This is an optimization exercise on Yosys and OpenROAD, whose aim is small area, not a production implementation.
In this exercise RTL edits were held to simulation tests only and were not proved equivalent to the original.
Power is estimated from default activity; no workload was simulated.

--- config.mk ---
export PLATFORM = sky130hd
export DESIGN_NAME = tbacc
export DESIGN_NICKNAME = tbacc
export VERILOG_FILES = /design/flow/design.v
export SDC_FILE = /design/flow/constraint.sdc
export NUM_CORES = 4
export LEC_CHECK = 0
export CAP_MARGIN = 20
export CORE_MARGIN = 2
export CORE_UTILIZATION = 40
export PLACE_DENSITY = 0.6
export SLEW_MARGIN = 20
--- constraint.sdc ---
create_clock -name core_clock -period 12.5 [get_ports {clk}]
set_input_delay 2.5000 -clock core_clock [delete_from_list [all_inputs] [get_ports {clk}]]
set_output_delay 2.5000 -clock core_clock [all_outputs]
set_load 0.01 [all_outputs]
--- design.v ---
module tbacc (
    input  wire         clk,
    input  wire         rst,
    input  wire         cmd_valid,
    output wire         cmd_ready,
    input  wire [7:0]   cmd_op,
    input  wire [63:0]  cmd_a,
    input  wire [63:0]  cmd_b,
    output wire         rsp_valid,
    output wire [7:0]   rsp_status,
    output wire [63:0]  rsp_data,
    output wire         mem_req,
    output wire         mem_wide,
    output wire [31:0]  mem_addr,
    input  wire         mem_ack,
    input  wire [63:0]  mem_rdata,
    input  wire         mem_err,
    output wire [63:0]  value_o,
    output wire [15:0]  status_o
);
    localparam [63:0] K0 = 64'h736f6d6570736575;
    localparam [63:0] K1 = 64'h646f72616e646f6d;
    localparam [63:0] K2 = 64'h6c7967656e657261;
    localparam [63:0] K3 = 64'h7465646279746573;
    localparam [3:0] S_IDLE   = 4'd0,
                     S_PREP   = 4'd1,
                     S_RESP   = 4'd2,
                     S_VCLR   = 4'd3,
                     S_APP    = 4'd4,
                     S_VPASS  = 4'd5,
                     S_ROUND  = 4'd6,
                     S_DIGEST = 4'd7,
                     S_WZERO  = 4'd8,
                     S_GSEL   = 4'd9,
                     S_RSUB   = 4'd10,
                     S_RDROT  = 4'd11,
                     S_RDREQ  = 4'd12,
                     S_CW     = 4'd13,
                     S_CINC   = 4'd14;
    reg [3:0]  st;
    reg [4:0]  ph;
    reg [3:0]  t4;          
    reg [63:0] v0, v1, v2, v3;
    reg [63:0] val;
    reg [63:0] w;
    reg [31:0] cur;
    reg [31:0] rem;
    reg [1:0]  f;           
    reg        is_fin;      
    reg [4:0]  wph;         
    reg [2:0]  q;           
    reg [1:0]  rnd;         
    reg        fin;         
    reg        bytes;       
    reg        wide;        
    reg [2:0]  cr;          
    reg [3:0]  nr;          
    reg [2:0]  j;           
    reg [2:0]  rlo;         
    reg        rhinz;       
    reg        c0, c2;      
    reg        cv;          
    reg        cc;          
    reg        snz;         
    reg [1:0]  h0, h2;      
    reg [1:0]  h3a, h3b, h3c;
    reg        h3d;         
    wire at31 = (ph == 5'd31);
    wire at15 = (t4 == 4'd15);
    wire op_init  = (cmd_op == 8'h01);
    wire op_c8    = (cmd_op == 8'h10);
    wire op_c16   = (cmd_op == 8'h11);
    wire op_c32   = (cmd_op == 8'h12);
    wire op_c64   = (cmd_op == 8'h13) || (cmd_op == 8'h14);
    wire op_comb  = op_c8 | op_c16 | op_c32 | op_c64;
    wire op_bytes = (cmd_op == 8'h18);
    wire op_final = (cmd_op == 8'h20);
    wire op_legal = op_init | op_comb | op_bytes | op_final;
    wire [3:0] op_n = op_c8 ? 4'd1 : op_c16 ? 4'd2 : op_c32 ? 4'd4 : 4'd8;
    wire [1:0] sa = cmd_a[{ph, 1'b0} +: 2];
    wire [1:0] sb = cmd_b[{ph, 1'b0} +: 2];
    wire in_round = (st == S_ROUND);
    wire q0 = (q == 3'd0), q1 = (q == 3'd1), q2 = (q == 3'd2),
         q3 = (q == 3'd3), q4 = (q == 3'd4);
    wire ph0 = (ph == 5'd0);
    wire ph_ge4  = (ph >= 5'd4);
    wire ph_ge17 = (ph >= 5'd17);
    wire rA = in_round & q0;                                    
    wire rB = in_round & ((q0 & !ph0) | (q1 & ph0));            
    wire rC = in_round & ((q1 & !ph0) | (q2 & ph0));            
    wire rD = in_round & ((q1 & ph_ge4) | (q2 & !ph_ge4));      
    wire rE = in_round & ((q2 & !ph0) | (q3 & ph0));            
    wire rF = in_round & ((q2 & ph_ge17) | (q3 & !ph_ge17));    
    wire rG = in_round & ((q3 & !ph0) | (q4 & ph0));            
    wire rH = in_round & ((q3 & ph_ge17) | (q4 & !ph_ge17));    
    wire round_end = in_round & q4 & (ph == 5'd16);
    wire m_en = !fin | (rnd == 2'd0);
    wire mfin = fin & (rnd == 2'd0);
    wire ffin = fin & (rnd == 2'd1);
    wire [1:0] ve = val[1:0];
    wire [1:0] we = w[1:0];
    wire [4:0] kk = rH ? (ph + 5'd15) : ph;     
    wire [3:0] csum = {1'b0, cr} + nr;
    wire       ov = csum[3];
    wire [2:0] c2n = csum[2:0];
    wire [1:0] mdig = (mfin | (kk[4:2] < cr)) ? ve : we;
    reg  [1:0] vnew;
    reg        cv_n;
    always @(*) begin
        cv_n = cv;
        if (st == S_VCLR) begin
            vnew = 2'b00;
        end else if (mfin) begin
            vnew = {1'b0, (kk == 5'd0)};
        end else if (kk < 5'd28) begin
            if ((kk[4:2] < cr) && !ov)
                vnew = ve;
            else if (kk[4:2] < c2n)
                vnew = we;
            else
                vnew = 2'b00;
        end else begin
            {cv_n, vnew} = {1'b0, ve}
                         + {1'b0, (kk == 5'd28) ? nr[1:0] : (kk == 5'd29) ? nr[3:2] : 2'b00}
                         + {2'b00, (kk == 5'd28) ? 1'b0 : cv};
        end
    end
    wire [1:0] ma = (rA & m_en) ? mdig : 2'b00;
    wire [1:0] a0 = rB ? h0 : v0[1:0];
    wire [1:0] b0 = rB ? v1[63:62] : v3[22:21];
    wire       c0i = ((q0 & (ph == 5'd1)) | (q2 & (ph == 5'd17))) ? 1'b0 : c0;
    wire [2:0] s0 = {1'b0, a0} + {1'b0, b0} + {2'b00, c0i};
    wire [1:0] ffd = (ffin & (ph < 5'd4)) ? 2'b11 : 2'b00;
    wire [1:0] a2 = rA ? (v2[1:0] ^ ffd) : h2;
    wire [1:0] b2 = rA ? (v3[1:0] ^ ma) : v1[50:49];
    wire       c2i = ((q0 & ph0) | (q2 & (ph == 5'd1))) ? 1'b0 : c2;
    wire [2:0] s2 = {1'b0, a2} + {1'b0, b2} + {2'b00, c2i};
    wire init_load = (st == S_PREP) & op_init;
    wire [1:0] k0d = K0[{ph, 1'b0} +: 2];
    wire [1:0] k1d = K1[{ph, 1'b0} +: 2];
    wire [1:0] k2d = K2[{ph, 1'b0} +: 2];
    wire [1:0] k3d = K3[{ph, 1'b0} +: 2];
    wire [1:0] v0in = init_load ? (sa ^ k0d) :
                      (rB | rF) ? s0[1:0] :
                      (rH & m_en) ? (v0[1:0] ^ mdig) : v0[1:0];
    wire [1:0] v1in = init_load ? (sb ^ k1d) :
                      rC ? (v1[1:0] ^ v0[16:15]) :
                      rG ? (v1[1:0] ^ v2[33:32]) : v1[1:0];
    wire [1:0] v2in = init_load ? (sa ^ k2d) :
                      (rA | rE) ? s2[1:0] : v2[1:0];
    wire [1:0] v3in = init_load ? (sb ^ k3d) :
                      rA ? (v3[1:0] ^ ma) :
                      rD ? ({h3c[0], h3d} ^ v2[10:9]) :
                      rH ? (v3[1:0] ^ v0[1:0]) : v3[1:0];
    always @(posedge clk) begin
        v0 <= {v0in, v0[63:2]};
        v1 <= {v1in, v1[63:2]};
        v2 <= {v2in, v2[63:2]};
        v3 <= {v3in, v3[63:2]};
        h0 <= v0[1:0];
        h2 <= v2[1:0];
        h3a <= v3[1:0];
        h3b <= h3a;
        h3c <= h3b;
        h3d <= h3c[1];
        c0 <= s0[2];
        c2 <= s2[2];
    end
    wire val_rot  = (in_round & m_en & (rA | rH)) | (st == S_VPASS) | (st == S_VCLR);
    wire val_wr   = (in_round & rH) | (st == S_VPASS) | (st == S_VCLR);
    wire [1:0] vin = val_wr ? vnew : ve;
    always @(posedge clk) begin
        if (rst)
            val <= 64'd1;
        else if (val_rot)
            val <= {vin, val[63:2]};
        if (val_rot) cv <= cv_n;
    end
    wire load_a = (f == 2'd0) & op_comb & !is_fin;
    wire [4:0] wtgt_app = {3'd0 - cr, 2'b00};
    wire [4:0] wtgt_rd  = {j, 2'b00};
    wire w_rot = (st == S_PREP) |
                 (in_round & m_en & !mfin & (rA | rH)) |
                 (st == S_VPASS) | (st == S_DIGEST) | (st == S_WZERO) |
                 ((st == S_APP) & (wph != wtgt_app)) |
                 ((st == S_RDROT) & !wide & (wph != wtgt_rd));
    wire [1:0] win = (st == S_PREP) ? (load_a ? sa : 2'b00) :
                     (st == S_DIGEST) ? (v0[1:0] ^ v1[1:0] ^ v2[1:0] ^ v3[1:0]) :
                     (rH | (st == S_VPASS) | (st == S_WZERO)) ? 2'b00 : we;
    wire w_ld  = (st == S_RDREQ) & mem_ack & !mem_err;
    wire w_ldw = w_ld & wide;
    integer i;
    always @(posedge clk) begin
        for (i = 0; i < 8; i = i + 1)
            if (w_ld) w[i] <= mem_rdata[i];
            else if (w_rot) w[i] <= w[i+2];
        for (i = 8; i < 62; i = i + 1)
            if (w_ldw) w[i] <= mem_rdata[i];
            else if (w_rot) w[i] <= w[i+2];
        if (w_ldw) w[63:62] <= mem_rdata[63:62];
        else if (w_rot) w[63:62] <= win;
    end
    wire [3:0] k16 = t4;
    wire cur_rot = ((st == S_PREP) & !ph[4]) | (st == S_CINC);
    wire [1:0] incd = (k16 == 4'd0) ? {1'b0, !wide} : (k16 == 4'd1) ? {wide, 1'b0} : 2'b00;
    wire       cci  = (k16 == 4'd0) ? 1'b0 : cc;
    wire [2:0] cinc = {1'b0, cur[1:0]} + {1'b0, incd} + {2'b00, cci};
    wire [1:0] cin  = (st == S_PREP) ? sa : cinc[1:0];
    wire [1:0] gd   = (k16 == 4'd0) ? nr[1:0] : (k16 == 4'd1) ? nr[3:2] : 2'b00;
    wire [2:0] rsub = {1'b0, rem[1:0]} - {1'b0, gd} - {2'b00, cci};
    wire [2:0] rsum = {1'b0, sa} + {1'b0, sb} + {2'b00, cci};
    wire rem_wr = ((st == S_PREP) & !ph[4]) | (st == S_RSUB);
    wire [1:0] rin  = (st == S_PREP) ? sb : rsub[1:0];
    always @(posedge clk) begin
        if (cur_rot) cur <= {cin, cur[31:2]};
        rem <= {rem_wr ? rin : rem[1:0], rem[31:2]};
        if (rem_wr) begin
            if (k16 == 4'd0) rlo[1:0] <= rin;
            if (k16 == 4'd1) begin rlo[2] <= rin[0]; rhinz <= rin[1]; end
            else if (k16 != 4'd0) rhinz <= rhinz | (rin != 2'b00);
        end
        if ((st == S_PREP) & !ph[4]) begin
            cc  <= rsum[2];
            snz <= (k16 == 4'd0) ? (rsum[1:0] != 2'b00) : (snz | (rsum[1:0] != 2'b00));
        end else if (st == S_CINC) begin
            cc <= cinc[2];
        end else if (st == S_RSUB) begin
            cc <= rsub[2];
        end
    end
    wire [2:0] clo = cur[2:0];
    wire [3:0] k8  = 4'd8 - {1'b0, clo};
    wire       g_wide = (clo == 3'd0) & rhinz;
    wire [3:0] g_n = g_wide ? 4'd8 :
                     (rhinz | ({1'b0, rlo} >= k8)) ? k8 : {1'b0, rlo};
    wire       g_done = !rhinz & (rlo == 3'd0);
    always @(posedge clk) begin
        if (rst) begin
            st     <= S_IDLE;
            ph     <= 5'd0;
            t4     <= 4'd0;
            f      <= 2'd0;
            is_fin <= 1'b1;
        end else begin
            ph <= ph + (round_end ? 5'd16 : 5'd1);
            t4 <= (st == S_IDLE) ? 4'd0 : t4 + 4'd1;
            case (st)
                S_IDLE: if (cmd_valid && at31) st <= S_PREP;
                S_PREP: if (at31) begin
                    fin   <= 1'b0;
                    bytes <= 1'b0;
                    if (f != 2'd0) begin
                        st <= S_RESP;
                    end else if (!op_legal) begin
                        f  <= 2'd2;
                        st <= S_RESP;
                    end else if (op_init) begin
                        is_fin <= 1'b0;
                        st     <= S_VCLR;
                    end else if (is_fin) begin
                        f  <= 2'd1;
                        st <= S_RESP;
                    end else if (op_bytes) begin
                        if (cc & snz) begin
                            f  <= 2'd2;
                            st <= S_RESP;
                        end else begin
                            bytes <= 1'b1;
                            st    <= S_GSEL;
                        end
                    end else if (op_final) begin
                        is_fin <= 1'b1;
                        fin    <= 1'b1;
                        rnd    <= 2'd0;
                        q      <= 3'd0;
                        st     <= S_ROUND;
                    end else begin
                        cr <= val[58:56];
                        nr <= op_n;
                        st <= S_APP;
                    end
                end
                S_RESP: st <= S_IDLE;
                S_VCLR: if (at31) st <= S_RESP;
                S_APP: if ((wph == wtgt_app) && at31) begin
                    q  <= 3'd0;
                    st <= ov ? S_ROUND : S_VPASS;
                end
                S_VPASS: if (at31) st <= bytes ? S_GSEL : S_RESP;
                S_ROUND: begin
                    if (at31) q <= q + 3'd1;
                    if (round_end) begin
                        q <= 3'd0;
                        if (fin) begin
                            if (rnd == 2'd3) st <= S_DIGEST;
                            rnd <= rnd + 2'd1;
                        end else begin
                            st <= bytes ? S_GSEL : S_RESP;
                        end
                    end
                end
                S_DIGEST: if (at31) st <= S_RESP;
                S_WZERO: if (wph == 5'd31) st <= S_RESP;
                S_GSEL: begin
                    if (g_done) begin
                        st <= S_RESP;
                    end else if (at15) begin
                        nr   <= g_n;
                        wide <= g_wide;
                        j    <= 3'd0;
                        st   <= S_RSUB;
                    end
                end
                S_RSUB: if (at15) st <= S_RDROT;
                S_RDROT: if (wide || (wph == wtgt_rd)) st <= S_RDREQ;
                S_RDREQ: if (mem_ack) begin
                    if (mem_err) begin
                        f  <= 2'd3;
                        st <= S_WZERO;
                    end else begin
                        st <= S_CW;
                    end
                end
                S_CW: if (at15) st <= S_CINC;
                S_CINC: if (at15) begin
                    if (wide || ({1'b0, j} == nr - 4'd1)) begin
                        cr <= val[58:56];
                        st <= S_APP;
                    end else begin
                        j  <= j + 3'd1;
                        st <= S_RDROT;
                    end
                end
                default: st <= S_IDLE;
            endcase
        end
    end
    always @(posedge clk) begin
        if ((st == S_PREP) || ((st == S_RDREQ) && mem_ack && (mem_err || wide)))
            wph <= 5'd0;
        else if (w_rot)
            wph <= wph + 5'd1;
    end
    wire [7:0] fcode = {5'd0, f == 2'd3, f == 2'd2, f[0] ^ f[1]};
    assign cmd_ready  = (st == S_PREP) & at31;
    assign rsp_valid  = (st == S_RESP);
    assign rsp_status = fcode;
    assign rsp_data   = w;
    assign mem_req    = (st == S_RDREQ);
    assign mem_wide   = wide;
    assign mem_addr   = cur;
    assign value_o    = val;
    assign status_o   = {fcode, 6'd0, (f != 2'd0), is_fin};
endmodule
--- run.sh ---
#!/bin/bash
# synth_recipe.tcl (not shown) runs the flow's synth.tcl, then flattens the netlist and writes it again
# the make line also repeats each setting of config.mk as NAME=value (left out here)
make -C /OpenROAD-flow-scripts/flow DESIGN_CONFIG=/design/flow/config.mk WORK_HOME=/design/flow/orfs CLKGATE_MAP_FILE= SYNTH_SCRIPT=/design/flow/synth_recipe.tcl finish
==> run notes, run 1 <==
- CP Capture Type: primary output
- #FFs+latches synth: 507
- Vias after detailed routing: 13000
- Post-route cell area: 24700 µm²
- FP Rows: 78
- Worst r2r src: ph[1]
- 1st-iter DRT viols: 1030
- DP HPWL: 35300 µm
- Beginning of the critical path: st[1]
- Vias in the first global route: 13300
- Port bufs: 376
- Tcrit/Tclk final: 45.0%
- Clock Power Share: 47.3%
- Starting density of the core: 40.7%
- CTS clock-pin slew for the worst setup and hold paths: 0.07 ns
- Sequential share of the synthesized area: 61.1%
- Detailed Routing Iterations Pass 1: 5
- Routed Wire Length: 49500 µm
- Min Tclk post-route: 5.63 ns
- Slew Viols, Final: 0
- Clk buf depth: 3
- Fin util: 54.0%
- RD Place Congestion: 0.937
- Synth warn: 1
- Worst EP arrival: 3.13 ns
- Count of cell types in the netlist: 85
- Core area: 45700 µm²
- Antenna-violating nets left: 0
- Fin Clk Skew: 0.0310 ns
- Max-Cap Viols: 0
- Post-synth EDFFs: 121
- Hold path endpoint: v1[34]
- Clk root buf: clkbuf_16
- Register area: 11400 µm²
- Leak: 9.20 nW
- Hold Fails Final Rpt: 0
- Fin cells: 2568
- Layout cell share with drive strength beyond 1: 11.8%
- CTS tree: built
- Sw Share: 21.0%
- Initial antenna violation count: 3
- Worst r2r dst: v2[63]
- Worst r2r path cells: 20
- Wire length per cell: 19.3 µm
- Grt total ovfl: 0
- First-pass GRT wire length: 76700 µm
- Pint: 0.00277 W
- Syn Std Cell Area: 18600 µm²
- Worst EP required: 10.00 ns
- Seq pwr share: 47.7%
- Top FF cell, synth: dfxtp_1
- Setup crit start kind: register
- Fillers: 3948
- GRT Overall Usage: 20.6%
- Post_cts resized: 0
- Hold Crit Class: register to register
- Io pins: 393
- Crit path max fanout: 22
- Setup Total Neg Slack: 0 ns
- Multi-input logic area: 6630 µm²
- Clk latency of the worst-skew pair: 0.61 ns
- Outcome: timing/DRC/antenna clean
- DP Area: 22800 µm²
- Yosys top cell by area: dfxtp_1
- Top cells by area, synth: dfxtp_1 42%, edfxtp_1 20%, nand2_1 4.4%
- Placed cell count: 2476
- Yosys top cell area share: 41.6%
- Layout area overhead: 32.7%
- Post-CTS setup buffers: 0
- Num Clock Sinks: 507
- DRC: 0
- Die W: 220 µm
- Die ar.: 48200 µm²
- Worst reg2reg setup slack: 6.88 ns
- Avg Vias per Cell: 5.05
- Final setup vio count: 0
- Syn Area/Cell: 11.9 µm²
- Maximum vdd drop: 0.128 mV
- Pwr Density: 142 nW/µm²
- Net load switching power: 0.000736 W
- Logic gate share of total power: 5.0%
- Post-synthesis cell count: 1563
- Largest net degree at the start of global routing: 68
- Die Y: 220 µm
- Fmax: 0.178 GHz
- Num CTS Buffers: 50
- H-Tree Depth: 2
- CP Class: register to primary output
- Worst Tran Pin Value: 1.01 ns
- Nets: 2187
- Hold buffers post-CTS: 0
- RSZ-0062 raised after global routing: no
- Slew headroom: 32.3%
- Worst hold path startpoint: v1[36]
- Worst Hold Depth: 0
- FFs w/ async S/R, synth: 0%
## layout make-up
class	count	share of cell area (%)
repair buffers	390	15.7
inverters	52	0.791
multi-input cells	927	26.9
diodes	1	0.0101
clock inverters	24	1.40
clock buffers	67	6.17
flip-flops and latches	507	46.1
well taps	600	3.04
## flip-flops by register name (all words and copies together), names as in the netlist, 5 cells and up
| signal | flops |
|---|---|
| v0 | 64 |
| v1 | 64 |
| v2 | 64 |
| v3 | 64 |
| val | 64 |
| w | 64 |
| cur | 32 |
| rem | 32 |
| ph | 5 |
| wph | 5 |
## how the worst max path moves through the flow
| stage | end | slack, ns | depth (start not counted) |
|---|---|---|---|
| after floorplan | w[10] | 7.29 | 8 |
| after global placement | cr[0] | 6.68 | 8 |
| after detailed placement | cr[1] | 6.54 | 8 |
| after CTS | cmd_ready | 6.83 | 5 |
| after global routing | v2[63] | 6.41 | 20 |
| final | cmd_ready | 6.87 | 4 |
## cell usage after synthesis (4+ instances only)
cell	count
nand2_1	219
and3_1	4
clkbuf_1	36
or3_1	7
edfxtp_1	121
a21oi_1	107
nand4_1	4
a31oi_1	14
mux2_2	60
o211ai_1	4
and4_1	4
o21a_1	6
ha_1	41
mux4_2	36
o31ai_1	4
xnor2_1	26
and2_1	9
nor3_1	21
buf_6	4
mux2i_1	27
o21ai_1	6
nor2_1	74
o21ai_0	41
nand2b_1	17
nand3_1	30
a211oi_1	14
a22oi_1	11
a21o_1	4
xor2_1	21
nor2b_1	15
or2_2	6
buf_4	22
fa_1	13
dfxtp_1	386
nor4_1	4
buf_1	16
buf_2	13
inv_1	49
## power by group through the flow
stage,registers (W),logic [W],clock network [W]
2_1_floorplan,0.00171,0.0000926,0
3_3_place_gp,0.00171,0.000175,0
3_5_place_dp,0.00171,0.000177,0
4_1_cts,0.00167,0.000178,0.00170
5_1_grt,0.00167,0.000191,0.00177
6_report,0.00167,0.000177,0.00166
## through the flow
stage	power [W]	hold WS, ns	worst slack [ns]
2_1_floorplan	0.00180	0.310	7.29
3_3_place_gp	0.00188	0.310	6.68
3_5_place_dp	0.00188	0.312	6.54
4_1_cts	0.00355	0.309	6.83
5_1_grt	0.00363	0.319	6.41
6_report	0.00350	0.307	6.87
## worst max-delay path: stages (launching register included)
cell             delay (ns)
dfxtp_1                0.54
nor2_1                 0.50
nand2_1                0.57
nor2_1                 0.30
clkdlybuf4s50_1        0.61
## layout by cell type (no fill, tap or decap), types with 11 or more instances in the layout
master / netlist / routed
dfxtp_1: 386 / 384
clkdlybuf4s50_1: 0 / 375
nand2_1: 219 / 216
edfxtp_1: 121 / 121
a21oi_1: 107 / 107
nor2_1: 74 / 74
mux2_2: 60 / 60
clkbuf_16: 0 / 56
inv_1: 49 / 49
ha_1: 41 / 41
o21ai_0: 41 / 40
mux4_2: 36 / 36
nand3_1: 30 / 30
mux2i_1: 27 / 27
xnor2_1: 26 / 26
nor3_1: 21 / 21
xor2_1: 21 / 21
nand2b_1: 17 / 17
conb_1: 1 / 16
nor2b_1: 15 / 15
a211oi_1: 14 / 14
a31oi_1: 14 / 14
buf_4: 22 / 14
fa_1: 13 / 13
a22oi_1: 11 / 11
## per-layer routing
metal | part of all wire, % | track usage [%] | up-vias
li1 | - | - | 6159
met1 | 44 | 27.6 | 6279
met2 | 45 | 32.0 | 422
met3 | 8.8 | 7.08 | 91
met4 | 2.1 | 5.08 | 6
met5 | 0.085 | 0 | -
## cells by family after synthesis
kind of cell | synth area share, %
flops | 61.1
simple gates | 10.7
buf+inv | 3.61
xor+xnor | 2.34
fa+ha+maj | 4.21
compound gates | 8.33
mux | 9.69
other cells | 0.0202
==> run 2: changes to the inputs <==
--- a/config.mk
+++ b/config.mk
@@ -6,4 +6,5 @@
 export NUM_CORES = 4
 export LEC_CHECK = 0
+export ABC_AREA = 1
 export CAP_MARGIN = 20
 export CORE_MARGIN = 2
==> run notes, run 2 <==
- Starting density of the core: 40.6%
- Port bufs: 376
- Net load switching power: 0.000728 W
- CP max-delay cell: dfxtp_1
- Most common cell after layout, fill and taps aside: dfxtp_1
- FP Rows: 78
- Power, Total: 0.00339 W
- Maximum vdd drop: 0.106 mV
- Final setup vio count: 0
- Fillers: 4099
- Commonest cells post-synth: 386 x dfxtp_1, 232 x nand2_1, 221 x nor2_1, 140 x inv_1, 134 x o21ai_0
- Slew Viols, Final: 0
- Worst Tran Pin Value: 0.994 ns
- Min Tclk post-route: 5.68 ns
- Max incr delay on CP: 0.75 ns
- Pwr Density: 139 nW/µm²
- Grt total ovfl: 0
- Largest net degree at the start of global routing: 72
- Post-synthesis cell count: 1791
- Outcome: timing/DRC/antenna clean
- Die W: 219 µm
- Core area: 45500 µm²
- Top cells by area, synth: dfxtp_1 42%, edfxtp_1 20%, nand2_1 4.7%
- CTS clock-pin slew for the worst setup and hold paths: 0.06 ns
- Nets: 2431
- Count of cell types in the netlist: 57
- Fin util: 53.8%
- Slew headroom: 33.1%
- CP Class: register to primary output
- Most common cell in the netlist: dfxtp_1
- Max-Cap Viols: 0
- Post-synth EDFFs: 121
- Clk latency of the worst-skew pair: 0.61 ns
- Setup crit start kind: register
- Yosys top cell area share: 41.8%
- Initial antenna violation count: 0
- RSZ-0062 raised after global routing: no
- Io pins: 393
- Clock Power Share: 45.7%
- Clk root buf: clkbuf_16
- Syn Std Cell Area: 18500 µm²
- Sequential share of the synthesized area: 61.5%
- H-Tree Depth: 2
- First-pass GRT wire length: 76200 µm
- Worst Hold Depth: 0
- Layout area overhead: 32.4%
- Multi-input logic area: 6140 µm²
- Vias after detailed routing: 13900
- GRT Overall Usage: 20.5%
- Antenna-violating nets left: 0
- Logic gate share of total power: 5.0%
- Syn Area/Cell: 10.3 µm²
- Yosys top cell by area: dfxtp_1
- Worst EP arrival: 3.18 ns
- Tcrit/Tclk final: 45.4%
- RD Place Congestion: 0.931
- DRC: 0
- Setup Total Neg Slack: 0 ns
- CTS tree: built
- Pint: 0.00266 W
- Synth warn: 1
- Post-CTS setup buffers: 0
- Leak: 9.57 nW
- Hold Fails Final Rpt: 0
- Most frequent cells in the layout: 386 x dfxtp_1, 376 x clkdlybuf4s50_1, 231 x nand2_1
- CP Capture Type: primary output
- Register area: 11400 µm²
- 1st-iter DRT viols: 962
- Num CTS Buffers: 50
- FFs w/ async S/R, synth: 0%
- Fmax: 0.176 GHz
- Sw Share: 21.5%
- Wire length per cell: 17.8 µm
- Worst r2r path cells: 23
- DP HPWL: 36700 µm
- Hold Crit Class: register to register
- #FFs+latches synth: 507
- Post_cts resized: 0
- Fin Clk Skew: 0.0358 ns
- Hold buffers post-CTS: 0
- Seq pwr share: 49.3%
- Num Clock Sinks: 507
- Layout cell share with drive strength beyond 1: 9.35%
- Die ar.: 47900 µm²
- Avg Vias per Cell: 4.94
- Vias in the first global route: 13500
- Worst EP required: 10.00 ns
- Detailed Routing Iterations Pass 1: 7
- Top FF cell, synth: dfxtp_1
- Clk buf depth: 3
- Antenna cells: 0
- Crit path max fanout: 18
- Crit-path cells: ha_1, nand2_1, inv_1, nand2_1, nor2_1, inv_1, nor2_1, clkdlybuf4s50_1
- Die Y: 219 µm
- Routed Wire Length: 50100 µm
-- run 2: worst max-delay path, delay by kind of cell, from the launching register on --
family	cells	cell delay, ns
AND/OR/NAND/NOR	4	0.67
adder cells (fa/ha/maj)	1	0.28
flip-flops	1	0.75
buffers and inverters	3	0.88
-- run 2: stage by stage --
stage | area [µm²] | cells | setup WS [ns] | hold slack, ns
after floorplan | 18500 | 1806 | 7.69 | 0.310
final | 24500 | 2813 | 6.82 | 0.314
after global routing | 24500 | 2813 | 6.57 | 0.323
after detailed placement | 22700 | 2720 | 7.09 | 0.312
after CTS | 24500 | 2813 | 6.84 | 0.322
after global placement | 22700 | 2720 | 7.34 | 0.310
-- run 2: routing by layer --
| metal | vias up | share of wire, % | track usage (%) |
|---|---|---|---|
| met5 | - | 0 | 0 |
| met4 | 0 | 2.5 | 6.51 |
| met3 | 83 | 8.5 | 5.32 |
| met2 | 506 | 45 | 33.0 |
| met1 | 6591 | 44 | 26.8 |
| li1 | 6715 | - | - |
-- run 2: cell families (layout without fill, tap and decap cells) --
logic type | count (synthesis) | after routing | synth area share (%)
flops | 507 | 507 | 61.5
compound gates | 275 | 275 | 8.57
xor+xnor | 29 | 29 | 1.37
other cells | 1 | 16 | 0.0203
mux | 63 | 63 | 3.83
fa+ha+maj | 54 | 54 | 4.18
buf+inv | 232 | 639 | 5.62
simple gates | 630 | 630 | 14.9
-- run 2: cell type report --
class | instances | share of cell area, %
repair buffers | 388 | 15.8
clock buffers | 67 | 5.92
multi-input cells | 1067 | 25.1
inverters | 158 | 2.45
flip-flops and latches | 507 | 46.4
well taps | 600 | 3.07
clock inverters | 26 | 1.27
-- run 2: power groups by stage --
stage	Sequential (W)	Clock [W]	Combinational (W)
floorplan	0.00171	0	0.0000820
global placement	0.00171	0	0.000167
detailed placement	0.00171	0	0.000169
CTS	0.00167	0.00159	0.000170
global route	0.00167	0.00166	0.000186
finish	0.00167	0.00155	0.000171
-- run 2: worst paths after layout --
check,startpoint,to,slack [ns]
worst max register to register,ph[1],v2[63],7.52
worst min-delay path,v3[36],v3[34],0.31
worst min register to register,v3[36],v3[34],0.31
worst max-delay path,ph[0],cmd_ready,6.82
==> run 3: changes to the inputs <==
--- a/config.mk
+++ b/config.mk
@@ -10,4 +10,5 @@
 export CORE_MARGIN = 2
 export CORE_UTILIZATION = 40
+export CTS_BUF_LIST = sky130_fd_sc_hd__clkbuf_4
 export PLACE_DENSITY = 0.6
 export SLEW_MARGIN = 20
==> run notes, run 3 <==
- Routed Wire Length: 51200 µm
- Post-CTS setup buffers: 0
- Crit-path cells: ha_1, nand2_1, inv_1, nand2_1, nor2_1, inv_1, nor2_1, clkdlybuf4s50_1
- GRT Overall Usage: 21.3%
- Top FF cell, synth: dfxtp_1
- CP max-delay cell: dfxtp_1
- Worst Hold Depth: 0
- Slew Viols, Final: 0
- Layout area overhead: 32.3%
- Worst EP required: 10.00 ns
- Hold Crit Class: register to register
- Routed met3 length: 4170 µm
- DP HPWL: 36700 µm
- Top cells by area, synth: dfxtp_1 42%, edfxtp_1 20%, nand2_1 4.7%
- Fin cells: 2958
- Post-synthesis cell count: 1791
- Max incr delay on CP: 0.75 ns
- Num CTS Buffers: 131
- Fin Clk Skew: 0.0489 ns
- Setup crit start kind: register
- Min Tclk post-route: 5.98 ns
- Routed length on met1: 22400 µm
- Syn Area/Cell: 10.3 µm²
- DRC: 0
- Highest routed layer: met4
- Fmax: 0.167 GHz
- FFs w/ async S/R, synth: 0%
- #FFs+latches synth: 507
- Post_cts resized: 0
- H-Tree Depth: 4
- Vias in the first global route: 14200
- Worst r2r path cells: 23
- Core area: 45500 µm²
- Starting density of the core: 40.6%
- Met2 WL post-DR: 23500 µm
- Nets: 2512
- Slew headroom: 33.1%
- Outcome: timing/DRC/antenna clean
- Count of cell types in the netlist: 57
- Wire length per cell: 17.3 µm
- Antenna-violating nets left: 0
- 1st-iter DRT viols: 1070
- Post-synth EDFFs: 121
- Initial antenna violation count: 2
- Fillers: 4188
- Layout cell share with drive strength beyond 1: 14.2%
- Yosys top cell by area: dfxtp_1
- Multi-input logic area: 6140 µm²
- Commonest cells post-synth: 386 x dfxtp_1, 232 x nand2_1, 221 x nor2_1, 140 x inv_1, 134 x o21ai_0
- Port bufs: 376
- Vias after detailed routing: 14500
- Maximum vdd drop: 0.0898 mV
- Register area: 11400 µm²
- Syn Std Cell Area: 18500 µm²
- Hold buffers post-CTS: 0
- Crit path max fanout: 18
- Worst EP arrival: 3.48 ns
- First-pass GRT wire length: 78200 µm
- Clk latency of the worst-skew pair: 0.92 ns
- Final setup vio count: 0
- Largest net degree at the start of global routing: 72
- CP Capture Type: primary output
- RSZ-0062 raised after global routing: no
- Num Clock Sinks: 507
- CP Class: register to primary output
- Clk buf depth: 3
- Detailed Routing Iterations Pass 1: 5
- Most common cell after layout, fill and taps aside: dfxtp_1
- Leak: 9.74 nW
- Power, Total: 0.00329 W
- Hold Fails Final Rpt: 0
- Max-Cap Viols: 0
- Clk root buf: clkbuf_4
- Yosys top cell area share: 41.8%
- Avg Vias per Cell: 4.90
- Most common cell in the netlist: dfxtp_1
- CTS clock-pin slew for the worst setup and hold paths: 0.07 ns
- Pwr Density: 135 nW/µm²
- Io pins: 393
- CTS tree: built
- Die W: 219 µm
- Synth warn: 1
- Sequential share of the synthesized area: 61.5%
- Placed cell count: 2720
- Die Y: 219 µm
- RD Place Congestion: 0.931
- Most frequent cells in the layout: 386 x dfxtp_1, 376 x clkdlybuf4s50_1, 231 x nand2_1
- Die ar.: 47900 µm²
- Tcrit/Tclk final: 47.9%
- Setup Total Neg Slack: 0 ns
- Worst Tran Pin Value: 0.994 ns
- Grt total ovfl: 0
- FP Rows: 78
## run 3: per-stage QoR
step | worst slack [ns] | hold WS (ns) | util (%) | instance area (µm²)
CTS | 6.45 | 0.274 | 53.7 | 24400
global placement | 7.34 | 0.310 | 49.9 | 22700
detailed placement | 7.09 | 0.312 | 49.9 | 22700
global route | 6.22 | 0.256 | 53.8 | 24500
floorplan | 7.69 | 0.310 | - | 18500
finish | 6.52 | 0.279 | 53.8 | 24500
## run 3: kinds of logic (layout without fill, tap and decap cells)
group,after synthesis,count (layout),share of synthesized area (%)
AND/OR/NAND/NOR,630,630,14.9
multiplexers,63,63,3.83
XOR/XNOR,29,29,1.37
adder cells (fa/ha/maj),54,54,4.18
buffers and inverters,232,781,5.62
other,1,19,0.0203
AO/OA/AOI/OAI,275,275,8.57
flip-flops,507,507,61.5
## run 3: layout make-up
cell class                      count  area share (%)
Inverter                          158            2.45
Tap cell                          600            3.07
Timing Repair Buffer              388            15.8
Sequential cell                   507            46.5
Antenna cell                        3          0.0307
Multi-Input combinational cell   1067            25.1
Clock inverter                     44            1.27
Clock buffer                      191            5.86
## run 3: per-layer routing
layer / GRT usage, % / up-vias
met5: 0 / -
met4: 8.18 / 0
li1: - / 6981
met2: 33.7 / 543
met3: 7.30 / 82
met1: 26.7 / 6875
## run 3: worst max-delay path: cells and delay by family, from the launching register on
family / cells / cell delay, ns
flip-flops: 1 / 0.75
AND/OR/NAND/NOR: 4 / 0.67
buffers and inverters: 3 / 0.87
adder cells (fa/ha/maj): 1 / 0.28
## run 3: worst paths after layout
path,to,slack (ns),start
worst max-delay path,cmd_ready,6.52,ph[0]
worst min-delay path,v1[42],0.28,v1[44]
worst max register to register,v2[63],7.56,ph[1]
worst min register to register,v1[42],0.28,v1[44]
## run 3: where the power goes
part / total, W / internal [W] / leakage [nW] / switching [W]
clock: 0.00145 / 0.000778 / 1.04 / 0.000671
combinational: 0.000171 / 0.0000871 / 4.46 / 0.0000838
sequential: 0.00167 / 0.00167 / 4.24 / 0.00000236
==> run 4: changes to the inputs <==
==> flow/run.sh (new file) <==
#!/bin/bash
# Standard ORFS layout with the smallest port buffer and a leaner clock tree.
set -euo pipefail
export BUFFER_PORTS_ARGS="-buffer_cell sky130_fd_sc_hd__buf_1"
export CTS_ARGS="-sink_clustering_enable -repair_clock_nets -dont_use_dummy_load -buf_list sky130_fd_sc_hd__clkbuf_4"
bash standard.sh > standard.log 2>&1
==> standard.sh (new file) <==
#!/bin/bash
# synth_recipe.tcl (not shown) runs the flow's synth.tcl, then flattens the netlist and writes it again
# the make line also repeats each setting of config.mk as NAME=value (left out here)
make -C /OpenROAD-flow-scripts/flow DESIGN_CONFIG=/design/flow/config.mk WORK_HOME=/design/flow/orfs CLKGATE_MAP_FILE= SYNTH_SCRIPT=/design/flow/synth_recipe.tcl "${@:-finish}"
--- a/config.mk
+++ b/config.mk
@@ -10,5 +10,4 @@
 export CORE_MARGIN = 2
 export CORE_UTILIZATION = 40
-export CTS_BUF_LIST = sky130_fd_sc_hd__clkbuf_4
 export PLACE_DENSITY = 0.6
 export SLEW_MARGIN = 20
removed: run.sh
==> run notes, run 4 <==
- Final setup vio count: 0
- First-pass GRT wire length: 73100 µm
- Commonest cells post-synth: 386 x dfxtp_1, 232 x nand2_1, 221 x nor2_1, 140 x inv_1, 134 x o21ai_0
- WP buf/inv: 3
- Synth warn: 1
- Min Tclk post-route: 5.45 ns
- Setup crit start kind: register
- Highest routed layer: met4
- Count of cell types in the netlist: 57
- Post_cts resized: 0
- Yosys top cell by area: dfxtp_1
- Layout cell share with drive strength beyond 1: 10.7%
- Num CTS Buffers: 120
- Initial antenna violation count: 1
- Core area: 45500 µm²
- Tcrit/Tclk final: 43.6%
- Leak: 8.26 nW
- Worst EP arrival: 2.95 ns
- FP Rows: 78
- Met2 WL post-DR: 21400 µm
- Outcome: timing/DRC/antenna clean
- Die W: 219 µm
- Syn Area/Cell: 10.3 µm²
- CTS clock-pin slew for the worst setup and hold paths: 0.07 ns
- Top FF cell, synth: dfxtp_1
- Io pins: 393
- DRC: 0
- Worst Tran Pin Value: 0.902 ns
- CTS tree: built
- Top cells by area, synth: dfxtp_1 42%, edfxtp_1 20%, nand2_1 4.7%
- Sequential share of the synthesized area: 61.5%
- Slew headroom: 39.3%
- Slew Viols, Final: 0
- Largest net degree at the start of global routing: 72
- Routed met3 length: 4160 µm
- Avg Vias per Cell: 4.98
- RD Place Congestion: 0.899
- CP max-delay cell: dfxtp_1
- Antenna-violating nets left: 0
- Fin cells: 2840
- Crit path max fanout: 18
- Grt total ovfl: 0
- Hold Fails Final Rpt: 0
- CP delay by family, top: flip-flops
- Vias in the first global route: 13700
- Clk latency of the worst-skew pair: 0.83 ns
- #FFs+latches synth: 507
- CP Capture Type: primary output
- Setup Total Neg Slack: 0 ns
- Most common cell in the netlist: dfxtp_1
- Layout area overhead: 15.0%
- Routed Wire Length: 47600 µm
- Max-Cap Viols: 0
- Syn Std Cell Area: 18500 µm²
- Detailed Routing Iterations Pass 1: 9
- Clk root buf: clkbuf_4
- Worst EP required: 10.00 ns
- Fmax: 0.184 GHz
- RSZ-0062 raised after global routing: no
- Pwr Density: 130 nW/µm²
- Post-synth EDFFs: 121
- Post-synthesis cell count: 1791
- Wire length per cell: 16.8 µm
- Most frequent cells in the layout: 386 x dfxtp_1, 376 x buf_1, 231 x nand2_1
- Worst r2r path cells: 22
- Die Y: 219 µm
- Max incr delay on CP: 0.81 ns
- Placed cell count: 2719
- Routed length on met1: 20900 µm
- GRT Overall Usage: 19.6%
- Maximum vdd drop: 0.0649 mV
- CP Class: register to primary output
- Yosys top cell area share: 41.8%
- Clk buf depth: 3
- Worst path depth: 8
- Num Clock Sinks: 507
- Starting density of the core: 40.6%
- Hold buffers post-CTS: 0
- Most common cell after layout, fill and taps aside: dfxtp_1
- Crit-path cells: ha_1, nand2_1, inv_1, nand2_1, nor2_1, inv_1, nor2_1, buf_1
- FFs w/ async S/R, synth: 0%
- Fin Clk Skew: 0.0988 ns
- Fin util: 46.7%
- DP HPWL: 35200 µm
- Die ar.: 47900 µm²
- Nets: 2500
- Worst Hold Depth: 0
- Port bufs: 376
- Hold Crit Class: register to register
- Vias after detailed routing: 14100
- H-Tree Depth: 3
- Post-CTS setup buffers: 0
- 1st-iter DRT viols: 1159
run 4: cell counts after synthesis:
No cell type changed its count.
run 4: logic make-up after synthesis:
logic type	count (synthesis)	synth area share, %
adders and majority gates	54	4.18
muxes	63	3.83
and+or+nand+nor	630	14.9
AOI/OAI and AO/OA	275	8.57
other	1	0.0203
xor gates and xnor gates	29	1.37
DFF	507	61.5
buffers and inverters	232	5.62
run 4: final cells by class:
cell class                 instances  area, µm²
fill                            4463      24200
sequential                       507      11400
inverter                         158        598
antenna                            1       2.50
timing repair buffer             387       1490
clock buffer                     120        901
multi-input combinational       1067       6140
tap                              600        751
run 4: report_power, final:
| part | internal, W | leakage [nW] | switching [W] |
|---|---|---|---|
| Sequential | 0.00167 | 4.24 | 0.00000252 |
| Combinational | 0.0000458 | 3.47 | 0.0000839 |
| Clock | 0.000432 | 0.552 | 0.000535 |
| Total | 0.00215 | 8.26 | 0.000621 |
run 4: per-layer routing:
metal / track usage (%) / up-vias
met3: 5.45 / 99
met1: 25.7 / 6590
li1: - / 6852
met2: 30.9 / 608
met4: 7.23 / 0
met5: 0 / -
run 4: metrics by stage:
step	hold slack [ns]	setup slack, ns	power (W)	area [µm²]
finish	0.272	7.05	0.00277	21200
global route	0.249	6.85	0.00291	21200
CTS	0.264	6.97	0.00282	21200
detailed placement	0.312	7.47	0.00184	20300
global placement	0.310	7.65	0.00184	20300
floorplan	0.310	7.69	0.00179	18500
run 4: worst paths after layout:
check	endpoint	slack [ns]	from
max reg2reg	v2[63]	7.53	ph[0]
min	v3[38]	0.27	v3[40]
min reg2reg	v3[38]	0.27	v3[40]
max	cmd_ready	7.05	ph[0]
==> run 5: changes to the inputs <==
==> flow/run.sh (replaced) <==
#!/bin/bash
# Standard ORFS layout with the smallest port buffer and a leaner clock tree.
set -euo pipefail
export BUFFER_PORTS_ARGS="-buffer_cell sky130_fd_sc_hd__buf_1"
export CTS_ARGS="-sink_clustering_enable -repair_clock_nets -dont_use_dummy_load -buf_list sky130_fd_sc_hd__clkbuf_8 -sink_clustering_size 24"
bash standard.sh > standard.log 2>&1
==> run notes, run 5 <==
- Leak: 8.29 nW
- Outcome: timing/DRC/antenna clean
- Fillers: 4400
- Most common cell in the netlist: dfxtp_1
- Post_cts resized: 0
- Syn Std Cell Area: 18500 µm²
- Clk latency of the worst-skew pair: 0.62 ns
- DP HPWL: 35200 µm
- Hold Crit Class: register to register
- Clk buf depth: 3
- FP Rows: 78
- Antenna cells: 0
- Setup crit start kind: register
- Setup Total Neg Slack: 0 ns
- Seq pwr share: 57.4%
- Post-synth EDFFs: 121
- Min Tclk post-route: 5.30 ns
- Largest net degree at the start of global routing: 72
- Num Clock Sinks: 507
- Routed length on met1: 20800 µm
- Hold slack: 0.294 ns
- Maximum vdd drop: 0.0927 mV
- Pint: 0.00229 W
- Grt total ovfl: 0
- Most common cell after layout, fill and taps aside: dfxtp_1
- Highest routed layer: met4
- Wire length per cell: 16.9 µm
- Clock Power Share: 38.1%
- Max incr delay on CP: 0.80 ns
- 1st-iter DRT viols: 1194
- Logic gate share of total power: 4.4%
- Vias after detailed routing: 13900
- Hold Fails Final Rpt: 0
- WP buf/inv: 3
- Antenna-violating nets left: 0
- Fin util: 47.2%
- Die ar.: 47900 µm²
- Detailed Routing Iterations Pass 1: 5
- Net load switching power: 0.000628 W
- CP Class: register to primary output
- #FFs+latches synth: 507
- Worst Tran Pin Value: 0.905 ns
- Most frequent cells in the layout: 386 x dfxtp_1, 376 x buf_1, 231 x nand2_1
- Top cells by area, synth: dfxtp_1 42%, edfxtp_1 20%, nand2_1 4.7%
- Clk root buf: clkbuf_8
- Routed met3 length: 4120 µm
- Yosys top cell area share: 41.8%
- Sequential share of the synthesized area: 61.5%
- CP delay by family, top: flip-flops
- Pwr Density: 136 nW/µm²
- Port bufs: 376
- CTS clock-pin slew for the worst setup and hold paths: 0.05 ns
- RSZ-0062 raised after global routing: no
- Final setup vio count: 0
- Hold buffers post-CTS: 0
- Syn Area/Cell: 10.3 µm²
- Met2 WL post-DR: 21300 µm
- Worst EP required: 10.00 ns
- Worst reg2reg setup slack: 7.52 ns
- Slew Viols, Final: 0
- CP Capture Type: primary output
- Fin Clk Skew: 0.0379 ns
- Worst Hold Depth: 0
- Layout area overhead: 16.1%
- Worst r2r path cells: 22
- GRT Overall Usage: 19.5%
- Count of cell types in the netlist: 57
- Commonest cells post-synth: 386 x dfxtp_1, 232 x nand2_1, 221 x nor2_1, 140 x inv_1, 134 x o21ai_0
- Yosys top cell by area: dfxtp_1
- Max-Cap Viols: 0
- RD Place Congestion: 0.899
- Crit path max fanout: 18
- Hold path endpoint: v2[12]
- FFs w/ async S/R, synth: 0%
- Post-CTS setup buffers: 0
- H-Tree Depth: 3
- Nets: 2461
- Top FF cell, synth: dfxtp_1
- Die Y: 219 µm
- Initial antenna violation count: 0
- Vias in the first global route: 13400
- Worst r2r src: ph[0]
- Tcrit/Tclk final: 42.4%
- Worst r2r dst: v2[63]
- Num CTS Buffers: 81
- DRC: 0
- First-pass GRT wire length: 72600 µm
- Routed Wire Length: 47300 µm
- Core area: 45500 µm²
- Die W: 219 µm
- Worst EP arrival: 2.80 ns
- Fmax: 0.189 GHz
- CP max-delay cell: dfxtp_1
- Starting density of the core: 40.6%
- Crit-path cells: ha_1, nand2_1, inv_1, nand2_1, nor2_1, inv_1, nor2_1, buf_1
- Slew headroom: 39.1%
- Sw Share: 21.5%
- Synth warn: 1
- Worst path depth: 8
- Worst hold path startpoint: v2[14]
- Io pins: 393
- CTS tree: built
- Layout cell share with drive strength beyond 1: 9.14%
- Post-synthesis cell count: 1791
- Avg Vias per Cell: 4.97
## run 5: cell counts after synthesis
Identical to the previous run, type by type.
## run 5: routing by layer
metal	track usage (%)	up-vias
li1	-	6730
met1	25.9	6551
met2	30.8	547
met3	5.57	89
met4	6.15	0
met5	0	-
## run 5: cell type report
type / count / area, µm² / area share [%]
flip-flops and latches: 507 / 11400 / 52.9
inverters: 158 / 598 / 2.79
well taps: 600 / 751 / 3.50
clock buffers: 81 / 1110 / 5.20
repair buffers: 387 / 1490 / 6.96
multi-input cells: 1067 / 6140 / 28.6
## run 5: kinds of logic (layout without fill, tap and decap cells)
kind of cell	after synthesis	in the layout	synth area share, %
fa+ha+maj	54	54	4.18
compound gates	275	275	8.57
buf+inv	232	626	5.62
simple gates	630	630	14.9
flops	507	507	61.5
xor+xnor	29	29	1.37
mux	63	63	3.83
other cells	1	16	0.0203
## run 5: worst max path at each step
stage / startpoint / end
detailed placement: cmd_op[7] / nr[2]
CTS: ph[0] / cmd_ready
floorplan: mem_err / w[10]
global route: ph[0] / cmd_ready
finish: ph[0] / cmd_ready
global placement: cmd_op[7] / nr[2]
## run 5: power groups by stage
stage	clock, W	combinational (W)	sequential, W
after CTS	0.00116	0.000129	0.00167
final	0.00111	0.000129	0.00168
after detailed placement	0	0.000128	0.00171
after global placement	0	0.000126	0.00171
after floorplan	0	0.0000820	0.00171
after global routing	0.00123	0.000145	0.00167
## run 5: metrics by stage
step	setup slack, ns	instances	cell area, µm²	total power, W
2_1_floorplan	7.69	1806	18500	0.00179
3_3_place_gp	7.65	2719	20300	0.00184
3_5_place_dp	7.47	2719	20300	0.00184
4_1_cts	7.15	2800	21500	0.00296
5_1_grt	7.01	2800	21500	0.00304
6_report	7.20	2800	21500	0.00292
## run 5: worst reg2reg max path: cells and delay by family, from the launching register on
kind | cells | cell delay, ns
flip-flops | 1 | 0.80
adder cells (fa/ha/maj) | 4 | 1.65
AND/OR/NAND/NOR | 9 | 0.87
AO/OA/AOI/OAI | 7 | 0.78
buffers and inverters | 2 | 0.76
==> run 6: changes to the inputs <==
--- a/design.v
+++ b/design.v
@@ -63,4 +63,5 @@
     reg        cc;          
     reg        snz;         
+    reg        bi;          
     reg [1:0]  h0, h2;      
     reg [1:0]  h3a, h3b, h3c;
@@ -78,5 +79,4 @@
     wire op_legal = op_init | op_comb | op_bytes | op_final;
     wire [3:0] op_n = op_c8 ? 4'd1 : op_c16 ? 4'd2 : op_c32 ? 4'd4 : 4'd8;
-    wire [1:0] sa = cmd_a[{ph, 1'b0} +: 2];
     wire [1:0] sb = cmd_b[{ph, 1'b0} +: 2];
     wire in_round = (st == S_ROUND);
@@ -136,18 +136,19 @@
     wire       c2i = ((q0 & ph0) | (q2 & (ph == 5'd1))) ? 1'b0 : c2;
     wire [2:0] s2 = {1'b0, a2} + {1'b0, b2} + {2'b00, c2i};
-    wire init_load = (st == S_PREP) & op_init;
+    wire init_b = (st == S_PREP) & op_init;      
+    wire init_a = (st == S_VCLR);                
     wire [1:0] k0d = K0[{ph, 1'b0} +: 2];
     wire [1:0] k1d = K1[{ph, 1'b0} +: 2];
     wire [1:0] k2d = K2[{ph, 1'b0} +: 2];
     wire [1:0] k3d = K3[{ph, 1'b0} +: 2];
-    wire [1:0] v0in = init_load ? (sa ^ k0d) :
+    wire [1:0] v0in = init_a ? (we ^ k0d) :
                       (rB | rF) ? s0[1:0] :
                       (rH & m_en) ? (v0[1:0] ^ mdig) : v0[1:0];
-    wire [1:0] v1in = init_load ? (sb ^ k1d) :
+    wire [1:0] v1in = init_b ? (sb ^ k1d) :
                       rC ? (v1[1:0] ^ v0[16:15]) :
                       rG ? (v1[1:0] ^ v2[33:32]) : v1[1:0];
-    wire [1:0] v2in = init_load ? (sa ^ k2d) :
+    wire [1:0] v2in = init_a ? (we ^ k2d) :
                       (rA | rE) ? s2[1:0] : v2[1:0];
-    wire [1:0] v3in = init_load ? (sb ^ k3d) :
+    wire [1:0] v3in = init_b ? (sb ^ k3d) :
                       rA ? (v3[1:0] ^ ma) :
                       rD ? ({h3c[0], h3d} ^ v2[10:9]) :
@@ -177,37 +178,32 @@
         if (val_rot) cv <= cv_n;
     end
-    wire load_a = (f == 2'd0) & op_comb & !is_fin;
+    wire w_lda = (st == S_PREP) & at31 & (f == 2'd0) &
+                 (op_init | (!is_fin & (op_comb | op_bytes)));
+    wire w_ld  = (st == S_RDREQ) & mem_ack & !mem_err;
+    wire w_ldw = w_ld & wide;
     wire [4:0] wtgt_app = {3'd0 - cr, 2'b00};
-    wire [4:0] wtgt_rd  = {j, 2'b00};
-    wire w_rot = (st == S_PREP) |
+    wire [4:0] wtgt_rd  = {j, 2'b00} - 5'd1;
+    wire w_rot = (st == S_PREP) | (st == S_VCLR) | ((st == S_CINC) & bi) |
                  (in_round & m_en & !mfin & (rA | rH)) |
                  (st == S_VPASS) | (st == S_DIGEST) | (st == S_WZERO) |
                  ((st == S_APP) & (wph != wtgt_app)) |
                  ((st == S_RDROT) & !wide & (wph != wtgt_rd));
-    wire [1:0] win = (st == S_PREP) ? (load_a ? sa : 2'b00) :
-                     (st == S_DIGEST) ? (v0[1:0] ^ v1[1:0] ^ v2[1:0] ^ v3[1:0]) :
-                     (rH | (st == S_VPASS) | (st == S_WZERO)) ? 2'b00 : we;
-    wire w_ld  = (st == S_RDREQ) & mem_ack & !mem_err;
-    wire w_ldw = w_ld & wide;
-    integer i;
+    wire [1:0] win = (st == S_DIGEST) ? (v0[1:0] ^ v1[1:0] ^ v2[1:0] ^ v3[1:0]) :
+                     (rH | (st == S_PREP) | (st == S_VCLR) | (st == S_VPASS) |
+                      (st == S_WZERO) | (st == S_CINC) | w_ldw) ? 2'b00 : we;
+    wire [63:0] wld = ({{56{w_ldw}}, {8{w_ld}}} & mem_rdata) | ({64{w_lda}} & cmd_a);
     always @(posedge clk) begin
-        for (i = 0; i < 8; i = i + 1)
-            if (w_ld) w[i] <= mem_rdata[i];
-            else if (w_rot) w[i] <= w[i+2];
-        for (i = 8; i < 62; i = i + 1)
-            if (w_ldw) w[i] <= mem_rdata[i];
-            else if (w_rot) w[i] <= w[i+2];
-        if (w_ldw) w[63:62] <= mem_rdata[63:62];
-        else if (w_rot) w[63:62] <= win;
+        if (w_rot | w_ld | w_lda)
+            w <= {win, w[63:2]} | wld;
     end
     wire [3:0] k16 = t4;
-    wire cur_rot = ((st == S_PREP) & !ph[4]) | (st == S_CINC);
+    wire cur_rot = (st == S_CINC);
     wire [1:0] incd = (k16 == 4'd0) ? {1'b0, !wide} : (k16 == 4'd1) ? {wide, 1'b0} : 2'b00;
     wire       cci  = (k16 == 4'd0) ? 1'b0 : cc;
     wire [2:0] cinc = {1'b0, cur[1:0]} + {1'b0, incd} + {2'b00, cci};
-    wire [1:0] cin  = (st == S_PREP) ? sa : cinc[1:0];
+    wire [1:0] cin  = bi ? we : cinc[1:0];
     wire [1:0] gd   = (k16 == 4'd0) ? nr[1:0] : (k16 == 4'd1) ? nr[3:2] : 2'b00;
     wire [2:0] rsub = {1'b0, rem[1:0]} - {1'b0, gd} - {2'b00, cci};
-    wire [2:0] rsum = {1'b0, sa} + {1'b0, sb} + {2'b00, cci};
+    wire [2:0] rsum = {1'b0, we} + {1'b0, rem[1:0]} + {2'b00, cci};
     wire rem_wr = ((st == S_PREP) & !ph[4]) | (st == S_RSUB);
     wire [1:0] rin  = (st == S_PREP) ? sb : rsub[1:0];
@@ -220,9 +216,7 @@
             else if (k16 != 4'd0) rhinz <= rhinz | (rin != 2'b00);
         end
-        if ((st == S_PREP) & !ph[4]) begin
-            cc  <= rsum[2];
+        if (st == S_CINC) begin
+            cc  <= bi ? rsum[2] : cinc[2];
             snz <= (k16 == 4'd0) ? (rsum[1:0] != 2'b00) : (snz | (rsum[1:0] != 2'b00));
-        end else if (st == S_CINC) begin
-            cc <= cinc[2];
         end else if (st == S_RSUB) begin
             cc <= rsub[2];
@@ -250,4 +244,5 @@
                     fin   <= 1'b0;
                     bytes <= 1'b0;
+                    bi    <= 1'b0;
                     if (f != 2'd0) begin
                         st <= S_RESP;
@@ -262,11 +257,7 @@
                         st <= S_RESP;
                     end else if (op_bytes) begin
-                        if (cc & snz) begin
-                            f  <= 2'd2;
-                            st <= S_RESP;
-                        end else begin
-                            bytes <= 1'b1;
-                            st    <= S_GSEL;
-                        end
+                        bytes <= 1'b1;
+                        bi    <= 1'b1;
+                        st    <= S_CW;
                     end else if (op_final) begin
                         is_fin <= 1'b1;
@@ -301,5 +292,13 @@
                 end
                 S_DIGEST: if (at31) st <= S_RESP;
-                S_WZERO: if (wph == 5'd31) st <= S_RESP;
+                S_WZERO: if (wph == 5'd31) begin
+                    bi <= 1'b0;
+                    if (bi & !(cc & snz)) begin
+                        st <= S_GSEL;
+                    end else begin
+                        if (bi) f <= 2'd2;
+                        st <= S_RESP;
+                    end
+                end
                 S_GSEL: begin
                     if (g_done) begin
@@ -324,5 +323,7 @@
                 S_CW: if (at15) st <= S_CINC;
                 S_CINC: if (at15) begin
-                    if (wide || ({1'b0, j} == nr - 4'd1)) begin
+                    if (bi) begin
+                        st <= S_WZERO;
+                    end else if (wide || ({1'b0, j} == nr - 4'd1)) begin
                         cr <= val[58:56];
                         st <= S_APP;
@@ -339,5 +340,5 @@
         if ((st == S_PREP) || ((st == S_RDREQ) && mem_ack && (mem_err || wide)))
             wph <= 5'd0;
-        else if (w_rot)
+        else if (w_rot | w_ld)
             wph <= wph + 5'd1;
     end
==> flow/run.sh (replaced) <==
#!/bin/bash
# Standard ORFS layout with the smallest port buffer and a leaner clock tree.
set -euo pipefail
export BUFFER_PORTS_ARGS="-buffer_cell sky130_fd_sc_hd__buf_1"
export CTS_ARGS="-sink_clustering_enable -repair_clock_nets -dont_use_dummy_load -buf_list sky130_fd_sc_hd__clkbuf_8 -sink_clustering_size 16 -sink_clustering_max_diameter 80"
bash standard.sh > standard.log 2>&1
==> run notes, run 6 <==
- Core area: 45400 µm²
- Placed cell count: 2761
- Hold slack: 0.283 ns
- Pwr Density: 122 nW/µm²
- Crit path max fanout: 29
- Post-place setup slack: 7.23 ns
- Fin Clk Skew: 0.0909 ns
- DP HPWL: 36600 µm
- Die ar.: 47800 µm²
- Num CTS Buffers: 40
- Initial antenna violation count: 1
- Slew headroom: 29.2%
- Layout cell share with drive strength beyond 1: 4.73%
- FFs w/ async S/R, synth: 0%
- Yosys top cell area share: 41.9%
- Layout area overhead: 12.9%
- RD Place Congestion: 0.973
- Vias in the first global route: 13300
- Yosys top cell by area: dfxtp_1
- Syn Std Cell Area: 18400 µm²
- Clk root buf: clkbuf_8
- Fmax: 0.182 GHz
- Hold Fails Final Rpt: 0
- Post-synth EDFFs: 122
- FP Rows: 78
- GRT Overall Usage: 19.9%
- Num Clock Sinks: 508
- Setup Total Neg Slack: 0 ns
- Syn Area/Cell: 10.0 µm²
- Worst EP required: 10.00 ns
- Sequential share of the synthesized area: 61.8%
- Post-CTS setup buffers: 0
- Slew Viols, Final: 0
- Io pins: 393
- Wire length per cell: 17.4 µm
- CP Class: register to primary output
- Grt total ovfl: 0
- Largest net degree at the start of global routing: 69
- Most common cell in the netlist: dfxtp_1
- Fin cells: 2801
- RSZ-0062 raised after global routing: no
- Antenna-violating nets left: 0
- Count of cell types in the netlist: 58
- CP Capture Type: primary output
- Final setup vio count: 0
- Maximum vdd drop: 0.0989 mV
- Leak: 8.71 nW
- Power, Total: 0.00254 W
- Starting density of the core: 40.6%
- Worst EP arrival: 3.00 ns
- DRC: 0
- Post_cts resized: 0
- Setup crit start kind: register
- Nets: 2462
- Min Tclk post-route: 5.50 ns
- Post-synthesis cell count: 1836
- Antenna cells: 0
- Top FF cell, synth: dfxtp_1
- Commonest cells post-synth: 386 x dfxtp_1, 282 x nor2_1, 199 x nand2_1, 195 x inv_1
- Most frequent cells in the layout: 386 x dfxtp_1, 376 x buf_1, 282 x nor2_1
- Final Worst Setup Slack: 7.00 ns
- Fillers: 4391
- Vias after detailed routing: 13800
- Hold Crit Class: register to register
- Most common cell after layout, fill and taps aside: dfxtp_1
- Synth warn: 1
- Clk latency of the worst-skew pair: 0.63 ns
- Avg Vias per Cell: 4.92
- CTS clock-pin slew for the worst setup and hold paths: 0.09 ns
- Routed Wire Length: 48800 µm
- CTS tree: built
- #FFs+latches synth: 508
- Detailed Routing Iterations Pass 1: 5
- Hold buffers post-CTS: 0
- Clk buf depth: 3
- Outcome: timing/DRC/antenna clean
- 1st-iter DRT viols: 1027
- Max-Cap Viols: 0
- Top cells by area, synth: dfxtp_1 42%, edfxtp_1 20%, nor2_1 5.7%
- Die Y: 219 µm
- H-Tree Depth: 2
- Tcrit/Tclk final: 44.0%
- Worst Tran Pin Value: 1.06 ns
- Port bufs: 376
- Die W: 219 µm
- First-pass GRT wire length: 73600 µm
-- run 6: metal layers --
| layer | vias to the layer above | routed length (µm) | GRT usage (%) | part of all wire, % |
|---|---|---|---|---|
| met3 | 87 | 3530 | 4.43 | 7.2 |
| met1 | 6457 | 21400 | 25.7 | 44 |
| li1 | 6716 | - | - | - |
| met4 | 2 | 1400 | 6.73 | 2.9 |
| met5 | - | 13 | 0 | 0.027 |
| met2 | 522 | 22400 | 33.1 | 46 |
-- run 6: power by group --
group / total, W / internal, W / switching [W]
clock network: 0.000766 / 0.000288 / 0.000478
logic: 0.000103 / 0.0000359 / 0.0000667
registers: 0.00168 / 0.00167 / 0.00000445
total: 0.00254 / 0.00200 / 0.000549
-- run 6: area by class of cell --
class | instances | area, µm² | area share (%)
Sequential cell | 508 | 11400 | 54.7
Multi-Input combinational cell | 1056 | 5840 | 28.1
Timing Repair Buffer | 384 | 1470 | 7.07
Inverter | 213 | 802 | 3.85
Tap cell | 600 | 751 | 3.61
Clock buffer | 40 | 551 | 2.65
-- run 6: final timing paths --
path,from,slack (ns),cells after the start,end
min,v1[48],0.28,0,v1[46]
min reg2reg,v1[48],0.28,0,v1[46]
max reg2reg,ph[1],7.19,22,v2[63]
max,ph[1],7.00,6,cmd_ready
-- run 6: cell families after synthesis --
group,count (synthesis),share of synthesized area [%]
other cells,1,0.0203
xor+xnor,27,1.28
flops,508,61.8
simple gates,631,14.9
fa+ha+maj,54,4.20
mux,1,0.0543
compound gates,327,10.9
buf+inv,287,6.87
-- run 6: worst max-delay path: stages (launching register included) --
cell and delay [ns]:
dfxtp_1 0.95, ha_1 0.30, inv_1 0.07, nor3_2 0.17, nand2_1 0.30, nor2_1 0.30
buf_1 0.32
-- run 6: metrics by stage --
stage / cell area, µm² / util (%)
2_1_floorplan: 18500 / -
3_3_place_gp: 20300 / 44.6
3_5_place_dp: 20300 / 44.6
4_1_cts: 20800 / 45.9
5_1_grt: 20800 / 45.9
6_report: 20800 / 45.9
==> run 7: changes to the inputs <==
==> flow/run.sh (replaced) <==
#!/bin/bash
# Standard ORFS layout with the smallest port buffer and a leaner clock tree.
set -euo pipefail
export BUFFER_PORTS_ARGS="-buffer_cell sky130_fd_sc_hd__buf_1"
export CTS_ARGS="-sink_clustering_enable -repair_clock_nets -dont_use_dummy_load -buf_list sky130_fd_sc_hd__clkbuf_4 -sink_clustering_size 10 -sink_clustering_max_diameter 60"
bash standard.sh > standard.log 2>&1
==> run notes, run 7 <==
- Routed length on met1: 21300 µm
- Starting density of the core: 40.6%
- Final setup vio count: 0
- Syn Area/Cell: 10.0 µm²
- Max incr delay on CP: 0.94 ns
- Most frequent cells in the layout: 386 x dfxtp_1, 376 x buf_1, 282 x nor2_1
- Yosys top cell area share: 41.9%
- Fmax: 0.177 GHz
- Fin Clk Skew: 0.0791 ns
- Hold Fails Final Rpt: 0
- Hold buffers post-CTS: 0
- CTS clock-pin slew for the worst setup and hold paths: 0.11 ns
- Num CTS Buffers: 58
- Die Y: 219 µm
- Worst r2r src: ph[1]
- Avg Vias per Cell: 4.95
- Slew headroom: 30.1%
- Most common cell in the netlist: dfxtp_1
- 1st-iter DRT viols: 970
- Crit path max fanout: 29
- Vias after detailed routing: 14000
- Placed cell count: 2761
- Clk root buf: clkbuf_4
- Setup Total Neg Slack: 0 ns
- Num Clock Sinks: 508
- Clock Power Share: 28.1%
- Worst hold path startpoint: v1[21]
- Routed met3 length: 3710 µm
- Clk latency of the worst-skew pair: 0.80 ns
- Sequential share of the synthesized area: 61.8%
- Wire length per cell: 17.4 µm
- Hold Crit Class: register to register
- Worst EP required: 10.00 ns
- First-pass GRT wire length: 74200 µm
- CP Capture Type: primary output
- RSZ-0062 raised after global routing: no
- Logic gate share of total power: 4.1%
- Max-Cap Viols: 0
- Top FF cell, synth: dfxtp_1
- Sw Share: 22.4%
- CP max-delay cell: dfxtp_1
- Clk buf depth: 3
- Multi-input logic area: 5840 µm²
- Syn Std Cell Area: 18400 µm²
- Die ar.: 47800 µm²
- Post-synthesis cell count: 1836
- Most common cell after layout, fill and taps aside: dfxtp_1
- Crit-path cells: ha_1, inv_1, nor3_2, nand2_1, nor2_1, buf_1
- Pint: 0.00192 W
- Layout area overhead: 12.3%
- Post_cts resized: 0
- Pwr Density: 119 nW/µm²
- Die W: 219 µm
- Hold slack: 0.289 ns
- Grt total ovfl: 0
- Largest net degree at the start of global routing: 69
- Worst r2r dst: v2[63]
- Layout cell share with drive strength beyond 1: 5.50%
- Fin cells: 2820
- Vias in the first global route: 13500
- Fillers: 4417
- Nets: 2480
- Seq pwr share: 67.8%
- Count of cell types in the netlist: 58
- Post-CTS setup buffers: 0
- Register area: 11400 µm²
- CTS tree: built
- Port bufs: 376
- #FFs+latches synth: 508
- Min Tclk post-route: 5.66 ns
- FP Rows: 78
- Tcrit/Tclk final: 45.3%
- Setup crit start kind: register
- Commonest cells post-synth: 386 x dfxtp_1, 282 x nor2_1, 199 x nand2_1, 195 x inv_1
- Routed Wire Length: 49000 µm
- Worst Hold Depth: 0
- Maximum vdd drop: 0.0733 mV
- DP HPWL: 36600 µm
- Synth warn: 1
- GRT Overall Usage: 20.1%
- Worst r2r path cells: 22
- Slew Viols, Final: 0
- Hold path endpoint: v1[19]
- Antenna-violating nets left: 0
- Outcome: timing/DRC/antenna clean
- Net load switching power: 0.000553 W
- Fin util: 45.6%
- FFs w/ async S/R, synth: 0%
- Yosys top cell by area: dfxtp_1
- Worst Tran Pin Value: 1.05 ns
- Met2 WL post-DR: 22500 µm
- Worst reg2reg setup slack: 7.19 ns
- Post-synth EDFFs: 122
- Core area: 45400 µm²
- Detailed Routing Iterations Pass 1: 5
- DRC: 0
- Leak: 8.69 nW
- Top cells by area, synth: dfxtp_1 42%, edfxtp_1 20%, nor2_1 5.7%
- Worst EP arrival: 3.16 ns
- H-Tree Depth: 2
- Initial antenna violation count: 2
- RD Place Congestion: 0.973
- Highest routed layer: met5
- CP Class: register to primary output
- Io pins: 393
-- run 7: cell counts after synthesis --
No cell type changed its count.
-- run 7: stage by stage --
stage	setup WS, ns	instance area [µm²]	total power (W)
CTS	6.76	20700	0.00252
detailed placement	7.23	20300	0.00182
finish	6.84	20700	0.00247
global route	6.53	20700	0.00259
floorplan	8.20	18500	0.00177
global placement	7.37	20300	0.00182
-- run 7: power groups by stage --
stage	combinational [W]	clock [W]	sequential (W)
CTS	0.000102	0.000739	0.00168
detailed placement	0.000101	0	0.00171
finish	0.000103	0.000694	0.00168
floorplan	0.0000629	0	0.00171
global placement	0.000101	0	0.00171
global route	0.000114	0.000800	0.00168
-- run 7: cell type report --
class / count / share of cell area [%]
flip-flops and latches: 508 / 55.0
multi-input cells: 1056 / 28.2
repair buffers: 384 / 7.11
inverters: 213 / 3.87
well taps: 600 / 3.63
clock buffers: 58 / 2.10
diodes: 1 / 0.0121
-- run 7: critical path, delay by kind of cell (launching register included) --
family / cells / cell delay [ns]
adders and majority gates: 1 / 0.30
DFF: 1 / 0.94
and+or+nand+nor: 3 / 0.76
buffers and inverters: 2 / 0.38
-- run 7: layer usage --
| metal | vias up | global-route usage, % |
|---|---|---|
| met3 | 101 | 4.36 |
| met4 | 2 | 7.76 |
| met5 | - | 0 |
| li1 | 6777 | - |
| met2 | 567 | 33.2 |
| met1 | 6514 | 25.7 |
-- run 7: how the worst max path moves through the flow --
stage / from / end
6_report: ph[1] / cmd_ready
5_1_grt: ph[1] / cmd_ready
4_1_cts: ph[1] / cmd_ready
3_5_place_dp: ph[1] / v2[63]
3_3_place_gp: ph[1] / v2[63]
2_1_floorplan: mem_ack / wph[3]
-- run 7: cell families (layout without fill, tap and decap cells) --
kind of cell / count (synthesis) / count (layout) / synth area share (%)
fa+ha+maj: 54 / 54 / 4.20
flops: 508 / 508 / 61.8
simple gates: 631 / 631 / 14.9
compound gates: 327 / 327 / 10.9
xor+xnor: 27 / 27 / 1.28
buf+inv: 287 / 655 / 6.87
mux: 1 / 1 / 0.0543
other cells: 1 / 17 / 0.0203
